What follows belongs to an exercise in optimizing a design on an open flow for small area; a production flow would make more cautious choices. RTL that was checked went through simulation tests only; none was proved equivalent to the original. Power and IR drop assume default switching activity.

## led_can_node
module led_can_node #(
    parameter NUM_LEDS = 16
) (
    input  wire        clk,
    input  wire        rst,
    input  wire        init,
    input  wire [15:0] cfg_period_ticks,
    input  wire [15:0] cfg_one_duty,
    input  wire [15:0] cfg_zero_duty,
    input  wire [15:0] cfg_reset_periods,
    input  wire [7:0]  cfg_node_id,
    input  wire [31:0] now,
    input  wire        periodic,
    input  wire        rx_valid,
    output wire        rx_ready,
    input  wire        rx_ide,
    input  wire        rx_rtr,
    input  wire [28:0] rx_id,
    input  wire [3:0]  rx_dlc,
    input  wire [63:0] rx_data,
    output wire        tx_valid,
    input  wire        tx_ready,
    output wire [28:0] tx_id,
    output wire [15:0] tx_data,
    input  wire [3:0]  gpio_in,
    output reg  [3:0]  gpio_out,
    output wire [1:0]  led_out,
    output wire        fatal
);
Size: ~270 I/O pins, about 18000 um^2 of cells after synthesis.
export LEC_CHECK = 0
export CAP_MARGIN = 20
export CORE_MARGIN = 2
export CORE_UTILIZATION = 40
export SLEW_MARGIN = 20
create_clock -name core_clock -period 10.0 [get_ports {clk}]
standard.sh (not shown) runs the stock make flow with config.mk's settings and CLKGATE_MAP_FILE= SYNTH_SCRIPT=/design/flow/synth_recipe.tcl, a recipe that flattens the netlist after the stock synthesis.
==> flow/flow/run.sh <==
#!/bin/bash
# The standard layout (the standard.sh), with: the smallest buffer cell on
# the ports, a clock tree of mid-size buffers without dummy loads, and the
# constant outputs tied by one tie cell.
set -euo pipefail
export BUFFER_PORTS_ARGS="-buffer_cell sky130_fd_sc_hd__buf_1"
export CTS_ARGS="-sink_clustering_enable -repair_clock_nets -buf_list {sky130_fd_sc_hd__clkbuf_8} -sink_clustering_size 14 -sink_clustering_max_diameter 100 -dont_use_dummy_load"
export SKIP_REPAIR_TIE_FANOUT=1
export RECOVER_POWER=100
bash standard.sh > standard.log 2>&1
The baseline finished but failed the layout checks on max-capacitance violations, max-slew violations.
Then changed:
==> flow/flow/run.sh (replaced) <==
#!/bin/bash
# The standard layout, with the smallest buffer cell on the ports and a
# clock tree of mid-size buffers without dummy loads.
set -euo pipefail
export BUFFER_PORTS_ARGS="-buffer_cell sky130_fd_sc_hd__buf_1"
export CTS_ARGS="-sink_clustering_enable -repair_clock_nets -buf_list {sky130_fd_sc_hd__clkbuf_8} -sink_clustering_size 14 -sink_clustering_max_diameter 100 -dont_use_dummy_load"

bash standard.sh > standard.log 2>&1
- With this change the flow finished with timing, DRC and antenna clean
- combinational power barely changes
- sequential share of layout area fell by 0.51 points
- critical path depth fell by 2
- worst setup slack improved by 0.91 ns
- hold slack got worse by 0.0081 ns
Then changed:
==> flow/flow/run.sh (replaced) <==
#!/bin/bash
# The standard layout (the standard.sh), with: the smallest buffer cell on
# the ports, a clock tree of mid-size buffers without dummy loads, and the
# constant outputs tied by one tie cell; gates sized down before routing.
set -euo pipefail
export BUFFER_PORTS_ARGS="-buffer_cell sky130_fd_sc_hd__buf_1"
export CTS_ARGS="-sink_clustering_enable -repair_clock_nets -buf_list {sky130_fd_sc_hd__clkbuf_8} -sink_clustering_size 16 -sink_clustering_max_diameter 100 -dont_use_dummy_load"
export SKIP_REPAIR_TIE_FANOUT=1
export PRE_GLOBAL_ROUTE_TCL="$PWD/flow/pre_grt.tcl"
bash standard.sh > standard.log 2>&1
==> flow/flow/pre_grt.tcl (new file) <==
# Before global routing: size down gates on paths with slack to spare; the
# repair_design that follows fixes any slew or capacitance this breaks.
set_propagated_clock [all_clocks]
estimate_parasitics -placement
repair_timing -recover_power 100 -verbose
detailed_placement
Effect: Die area stays the same; count of clock-buffer cells in the layout fell by 3; fmax rose by about 2.2%; sequential power stays flat; core utilization fell by 0.18 points; power fell by about 1.1%.
Then changed:
==> flow/flow/run.sh (replaced) <==
#!/bin/bash
# The standard layout (the standard.sh), with: the smallest buffer cell on
# the ports, a clock tree of mid-size buffers without dummy loads, and the
# constant outputs tied by one tie cell.
set -euo pipefail
export BUFFER_PORTS_ARGS="-buffer_cell sky130_fd_sc_hd__buf_1"
export CTS_ARGS="-sink_clustering_enable -repair_clock_nets -buf_list {sky130_fd_sc_hd__clkbuf_4} -sink_clustering_size 10 -sink_clustering_max_diameter 80 -dont_use_dummy_load"
export SKIP_REPAIR_TIE_FANOUT=1
bash standard.sh > standard.log 2>&1
removed: flow/flow/pre_grt.tcl
Design area is lower by 0.50%. Global-route usage is higher by 0.29 points. Flip-flop and latch count is unchanged. Power is lower by 0.52%. Critical path depth is lower by 1. Wire length is higher by 0.60%. Fmax is lower by 2.6%. Sequential power barely changes. Sequential share of layout area is higher by 0.23 points.

* * *

== north ==
led_can_node, a different RTL version from the one above (not shown whole).
For scale: roughly 1,600 cells after synthesis, about 320 flip-flops, ~18,000 um^2 of cells after synthesis.
Settings: LEC_CHECK=0, CAP_MARGIN=20, CORE_MARGIN=2, CORE_UTILIZATION=40, SLEW_MARGIN=20; clock period 10.0 ns.
==> flow/flow/run.sh <==
#!/bin/bash
# The standard layout, with the smallest buffer cell on the ports and a
# clock tree of large buffers without dummy loads.
set -euo pipefail
export BUFFER_PORTS_ARGS="-buffer_cell sky130_fd_sc_hd__buf_1"
export CTS_ARGS="-sink_clustering_enable -repair_clock_nets -buf_list sky130_fd_sc_hd__clkbuf_16 -sink_clustering_size 24 -sink_clustering_max_diameter 150 -dont_use_dummy_load"
bash standard.sh > standard.log 2>&1
north finished every stage and its layout cleared the timing, DRC and antenna checks.
diff inputs: north => south
Settings: PLACE_DENSITY now 0.75, previously not set; CORE_UTILIZATION now 55, was 40.
==> flow/flow/run.sh <==
#!/bin/bash
# The standard layout, with the smallest buffer cell on the ports and a
# clock tree of large buffers without dummy loads.
set -euo pipefail
export BUFFER_PORTS_ARGS="-buffer_cell sky130_fd_sc_hd__buf_1"
export CTS_ARGS="-sink_clustering_enable -repair_clock_nets -buf_list sky130_fd_sc_hd__clkbuf_16 -sink_clustering_size 30 -sink_clustering_max_diameter 80 -dont_use_dummy_load"
bash standard.sh > standard.log 2>&1
## What came out
Layout cell share with drive strength beyond 1 of north is on par with south. Of south and north, it is south that has the higher final period utilization. Summed area of non-filler cells in the final layout shrinks slightly when moving from north to south. Compare south and north | number of ordinary and repair buffers in the finished layout lower: south. Number of gates on the worst path with buffers counted in south vs north: up 1. Taking north as the reference, in south total power divided by cell area went up about 1.7%, ratio of routed vias to standard cells went up about 8%, total power after layout went up 35 uW.
Inputs modified between south and east:
Settings: CORE_UTILIZATION now 40, was 55; PLACE_DENSITY no longer set, was 0.75.
==> flow/flow/run.sh <==
#!/bin/bash
# The standard layout, with the smallest buffer cell on the ports and a
# clock tree without dummy loads.
set -euo pipefail
export BUFFER_PORTS_ARGS="-buffer_cell sky130_fd_sc_hd__buf_1"
export CTS_ARGS="-sink_clustering_enable -repair_clock_nets -buf_list {sky130_fd_sc_hd__clkbuf_4 sky130_fd_sc_hd__clkbuf_8 sky130_fd_sc_hd__clkbuf_16} -sink_clustering_size 24 -sink_clustering_max_diameter 150 -dont_use_dummy_load"
bash standard.sh > standard.log 2>&1
==> run notes <==
| final antenna diode count | south vs east | ≈ equal |
Looking at core utilization of the finished layout, east sits below south.
On time the worst path needs with I/O delays and setup, south loses to east.
Worst hold slack (lower): south
--- input diff east..west ---
==> flow/flow/run.sh <==
#!/bin/bash
# The standard layout, with the smallest buffer cell on the ports and a
# clock tree without dummy loads.
set -euo pipefail
export BUFFER_PORTS_ARGS="-buffer_cell sky130_fd_sc_hd__buf_1"
export CTS_ARGS="-sink_clustering_enable -repair_clock_nets -buf_list {sky130_fd_sc_hd__clkbuf_8} -sink_clustering_size 16 -sink_clustering_max_diameter 100 -dont_use_dummy_load"
bash standard.sh > standard.log 2>&1
--- outcome ---
west against east: global-route usage held steady; via density per instance held steady. Measured against each other, east and west differ in post-synthesis to final-layout area growth, the lower figure coming from west. Result: PASS for each of east and west. Internal power summed over all cells (west vs. east) decreases by a few percent. Share of total power in the clock network (higher): east. Compared with east, west shows a lower fraction of the core area covered by cells at the end of the flow. Detailed route wirelength on metal2, west vs east: down slightly. Summary of the comparison: slew at the pin closest to its max-slew limit is lower in west, relative to east. On number of nets at the end of the flow, west tracks east almost exactly. Cell area (higher): east. met1 layer wirelength in the final routing for west: about 0.9% up relative to east.

* * *

Another version of the RTL of led_can_node (not shown whole).
Size in the first run: about 1500 cells after synthesis, ~410 flip-flops.
Settings: LEC_CHECK=0, CAP_MARGIN=20, CORE_MARGIN=2, CORE_UTILIZATION=40, CTS_BUF_LIST=sky130_fd_sc_hd__clkbuf_16, CTS_CLUSTER_DIAMETER=150, CTS_CLUSTER_SIZE=24, SLEW_MARGIN=20; clock period 10.0 ns.
==> flow/flow/run.sh <==
#!/bin/bash
# The standard layout, with the smallest buffer cell on the ports.
set -euo pipefail
export BUFFER_PORTS_ARGS="-buffer_cell sky130_fd_sc_hd__buf_1"
bash standard.sh > standard.log 2>&1
The first run completed and failed the layout checks on setup timing.
Change:
==> flow/run.sh (new file) <==
#!/bin/bash
# synth_recipe.tcl (not shown) runs the flow's synth.tcl, then flattens the netlist and writes it again
# the make line also repeats each setting of config.mk as NAME=value (left out here)
make -C /OpenROAD-flow-scripts/flow DESIGN_CONFIG=/design/flow/config.mk WORK_HOME=/design/flow/orfs CLKGATE_MAP_FILE= SYNTH_SCRIPT=/design/flow/synth_recipe.tcl finish
removed: flow/flow/run.sh
removed: flow/standard.sh
Outcome: The changed run finished with setup timing left. Wire length goes up slightly. Worst setup slack got worse by 11 ps. Worst hold slack is about the same. Die area stays the same. Synthesized area is unchanged.
No functional check of the RTL was part of any run of this note.

* * *

RTL: one of the versions met above, not the one the previous note started from.
For scale: about 1,600 cells after synthesis, ~320 flip-flops, roughly 270 I/O pins, about 18,000 µm² of cells after synthesis.
clock: 10.0 ns
lec_check: 0
cap_margin: 0
core_margin: 2
core_utilization: 40
slew_margin: 0
==> flow/flow/run.sh <==
#!/bin/bash
# The standard layout (the standard.sh), with: the smallest buffer cell on
# the ports, a clock tree of mid-size buffers without dummy loads, and the
# constant outputs tied by one tie cell.
set -euo pipefail
export BUFFER_PORTS_ARGS="-buffer_cell sky130_fd_sc_hd__buf_1"
export CTS_ARGS="-sink_clustering_enable -repair_clock_nets -buf_list {sky130_fd_sc_hd__clkbuf_8} -sink_clustering_size 16 -sink_clustering_max_diameter 100 -dont_use_dummy_load"
export SKIP_REPAIR_TIE_FANOUT=1
bash standard.sh > standard.log 2>&1
==> next run, changes <==
==> flow/flow/run.sh (replaced) <==
#!/bin/bash
# The standard layout (standard.sh), with:
# - synthesis mapped by abc for area (flow/synth.tcl, flow/area.script);
# - the smallest buffer cell on the ports;
# - a clock tree of mid-size buffers without dummy loads;
# - the constant outputs tied by one tie cell.
# make's output goes to standard.log; ORFS keeps each step's log in orfs/logs.
set -euo pipefail
export BUFFER_PORTS_ARGS="-buffer_cell sky130_fd_sc_hd__buf_1"
export CTS_ARGS="-sink_clustering_enable -repair_clock_nets -buf_list {sky130_fd_sc_hd__clkbuf_8} -sink_clustering_size 16 -sink_clustering_max_diameter 100 -dont_use_dummy_load"
export SKIP_REPAIR_TIE_FANOUT=1
bash standard.sh SYNTH_SCRIPT="$PWD/flow/synth.tcl" finish > standard.log 2>&1
==> flow/flow/area.script (new file) <==
&get -n
&st
&dch -f
&nf -R 1000 -a -p -F 8 -A 4
&put
==> flow/flow/synth.tcl (new file) <==
# The standard synthesis (synth_recipe.tcl in the work folder), with one
# change: abc maps the logic with an area-oriented script (flow/area.script)
# instead of ORFS's delay-oriented one. Registers are mapped before abc, so
# they are the standard synthesis's, by name, count and cell type.
set ::area_script [file join [file dirname [file normalize [info script]]] area.script]
proc abc {args} {
  set i [lsearch -exact $args -script]
  if { $i >= 0 } {
    set args [lreplace $args [expr {$i + 1}] [expr {$i + 1}] $::area_script]
  }
  yosys abc {*}$args
}
source [file join [file dirname [file dirname [file normalize [info script]]]] synth_recipe.tcl]
Settings changed: CAP_MARGIN 0 to 20, SLEW_MARGIN 0 to 20.
Result: Fmax decreases by 16%. Worst hold slack stays flat. Utilization increases by 0.58 points. Final cell count decreases by 7.0%. Routed wire length decreases by 12%. Global-route usage decreases by 0.65 points. Clock skew increases by 0.061 ns.

## static timing again, ports no longer ideal
No port has a modelled driver above. Below, the same layouts with a new extraction and two added sets of constraints.
Step 1 sets driving cells, clkbuf_16 on the clock port and buf_2 on the other inputs (assumed; they add their load-dependent delay and slew).
Step 2 moves the port delays by t, midway between the first and last clock arrival at a register: inputs arrive t later, outputs are due t later. That takes back most of the time a late clock gives input paths.
a / b / c = ideal ports / drivers / drivers and shift; a / b = the first two.
| run | t (ns) | setup WS [ns] | worst hold slack (ns) | worst setup path at the end | clock arrival spread, ns |
|---|---|---|---|---|---|
| the first run of note 1 | 0.649 | 2.265 / 2.265 / 2.265 | 0.479 / 0.479 / 0.479 | register to register | 0.031 / 0.032 |
| the second run of note 1 | 0.656 | 3.180 / 3.180 / 3.121 | 0.471 / 0.471 / 0.471 | input to register | 0.072 / 0.072 |
| the third run of note 1 | 0.636 | 3.330 / 3.330 / 3.155 | 0.483 / 0.483 / 0.483 | input to register | 0.036 / 0.036 |
| the fourth run of note 1 | 0.755 | 3.149 / 3.149 / 3.037 | 0.482 / 0.482 / 0.482 | input to register | 0.099 / 0.098 |
| north | 0.555 | 3.493 / 3.493 / 3.217 | 0.476 / 0.476 / 0.476 | input to register | 0.082 / 0.082 |
| south | 0.567 | 3.164 / 3.164 / 3.092 | 0.471 / 0.471 / 0.471 | input to register | 0.077 / 0.077 |
| east | 0.555 | 3.493 / 3.493 / 3.217 | 0.476 / 0.476 / 0.476 | input to register | 0.082 / 0.082 |
| west | 0.643 | 3.447 / 3.447 / 3.166 | 0.478 / 0.478 / 0.478 | input to register | 0.051 / 0.051 |
| the first run of note 3 | 0.613 | -3.268 / -3.276 / -3.889 | 0.426 / 0.426 / 0.426 | input to register | 0.037 / 0.038 |
| the second run of note 3 | 0.603 | -3.279 / -3.294 / -3.897 | 0.426 / 0.426 / 0.426 | input to register | 0.027 / 0.027 |
| the first run of note 4 | 0.641 | 3.313 / 3.313 / 3.139 | 0.482 / 0.482 / 0.482 | input to register | 0.039 / 0.039 |
| the second run of note 4 | 0.629 | 2.053 / 2.053 / 1.560 | 0.482 / 0.482 / 0.482 | input to register | 0.099 / 0.100 |
For the first run of note 3, which loses most, drivers alone change the setup slack by -0.008 ns; drivers and shift together by -0.621 ns.
